This is an optimization exercise on Yosys and OpenROAD, whose aim is small area, not a production implementation.
Function was checked by simulation only, so behaviour that the tests miss may differ from the original.
Power and IR drop assume default switching activity.

## rev 12
==> flow/design.v (excerpt) <==
module aqa32_core (
    input  wire        clk,
    input  wire        rst,           
    output wire        mem_req,
    output wire        mem_we,
    output wire [7:0]  mem_addr,
    output wire [31:0] mem_wdata,
    input  wire        mem_ready,
    input  wire [31:0] mem_rdata,
    output wire        out_valid,
    output wire        out_chr,       
    output wire [31:0] out_value,
    input  wire        inp_avail,
    output wire        inp_take,
    output wire        halted,
    output wire        fault,
    output wire [2:0]  fault_code,
    output wire [31:0] fault_pc
);
    localparam [4:0] OP_LDR = 5'd0,  OP_STR = 5'd1,  OP_ADD = 5'd2,  OP_SUB = 5'd3,
                     OP_MOV = 5'd4,  OP_CMP = 5'd5,  OP_B   = 5'd6,  OP_BEQ = 5'd7,
                     OP_BNE = 5'd8,  OP_BGT = 5'd9,  OP_BLT = 5'd10, OP_AND = 5'd11,
                     OP_ORR = 5'd12, OP_EOR = 5'd13, OP_MVN = 5'd14, OP_LSL = 5'd15,
                     OP_LSR = 5'd16, OP_HALT = 5'd17, OP_INP = 5'd18, OP_OUT = 5'd19;
    localparam [3:0] S_FAULT  = 4'b0000,
                     S_FAULTF = 4'b0001,   
                     S_OUTV   = 4'b0010,
                     S_INP    = 4'b0011,
                     S_FETCH  = 4'b0100,
                     S_MEM    = 4'b0101,
                     S_HALT   = 4'b0110,
                     S_FA     = 4'b0111,   
                     S_OP     = 4'b1000,   
                     S_ROT    = 4'b1001,   
                     S_FCAP   = 4'b1010,   
                     S_FCAPF  = 4'b1011,   
                     S_INC    = 4'b1100,   
                     S_INIT   = 4'b1101,   
                     S_SHO    = 4'b1110,   
                     S_WB     = 4'b1111;   
    reg  [3:0]  st;
    reg         run;      
    reg         rdv;      
    reg  [4:0]  cnt;
    reg  [14:0] F;        
    reg  [3:0]  FI;       
    reg         FH;       
    reg  [31:0] Y;
    reg  [7:0]  A8;
    reg  [7:0]  P;        
    reg         p8;       
    reg         pcc;      
    reg         alc;      
    reg         acc;      
    reg         cz;       
    reg         cn;       
    wire [4:0]  opcode = F[14:10];
  ...
clock: 12.0 ns
lec_check: 0
abc_area: 1
cap_margin: 20
core_margin: 2
core_utilization: 65
place_density: 0.75
slew_margin: 20
standard.sh (not shown) runs the stock make flow with config.mk's settings and CLKGATE_MAP_FILE= SYNTH_SCRIPT=/design/flow/synth_recipe.tcl, a recipe that flattens the netlist after the stock synthesis.
==> flow/flow/run.sh <==
#!/bin/bash
# The standard ORFS layout with three changes:
#  - synthesis maps the logic with a stronger ABC area script (flow/abc_area.script:
#    rounds of strash; dch; map -a, then amap) instead of ORFS's abc_area.script;
#    everything else in synthesis (registers included) is the standard synthesis;
#  - port buffers use the smallest buffer cell (buf_1);
#  - clock tree synthesis uses clkbuf_4 in clusters of at most 12 sinks, without
#    dummy loads.
set -euo pipefail
work=$PWD
rm -rf "$work/scripts_area"
cp -r "$FLOW_HOME/scripts" "$work/scripts_area"
cp "$work/flow/abc_area.script" "$work/scripts_area/abc_area.script"
bash standard.sh "SCRIPTS_DIR=$work/scripts_area" synth > synth.log 2>&1
bash standard.sh \
  "BUFFER_PORTS_ARGS=-buffer_cell sky130_fd_sc_hd__buf_1" \
  "CTS_ARGS=-sink_clustering_enable -repair_clock_nets -buf_list sky130_fd_sc_hd__clkbuf_4 -sink_clustering_size 12 -sink_clustering_max_diameter 40 -dont_use_dummy_load" \
  finish > standard.log 2>&1
==> flow/flow/abc_area.script <==
strash
dch
map -a
strash
dch
map -a
strash
dch
amap
topo
Here is what was changed in the inputs of rev 13 compared with rev 12.
- a change of SLEW_MARGIN from 20 to 5
- a change of CAP_MARGIN from 20 to 5
## What came out
- Any difference in cell area between rev 13 and rev 12 is small enough to ignore.
- Between rev 12 and rev 13, the design internal power figures differ only marginally.
- Portion of the clock cycle consumed by the worst path in the final layout was higher in rev 13 than in rev 12.
- Rev 12 was routed with fewer vias than rev 13.
- Biggest fanout along the worst timing path: rev 13 higher than rev 12
- The power was comparable across rev 12 and rev 13.
- Measured against rev 13, the first-iteration DRC count of rev 12 comes out at 0.924 times the reference value.

==> afterwards: timing with drivers on the ports <==
No port has a modelled driver above. Below, the same layouts with a new extraction and two added sets of constraints. Step 1, drivers: a clkbuf_16 drives clk and a buf_2 each remaining input, both assumed. Step 2 adds t to the input delays and takes it off the output delays; t is the mean of the earliest and latest rising clock arrival at the registers after step 1. Input paths then give back, and output paths get back, about the clock's delay inside the block. Slacks: ideal / step 1 / step 2; pairs: ideal / step 1.
run | t, ns | setup slack, ns | worst setup path after step 2
rev 12 | 0.668 | 6.015 / 5.971 / 6.639 | register to output
rev 13 | 0.664 | 5.923 / 5.882 / 5.923 | register to register
After both steps setup and hold are still met in every run listed.
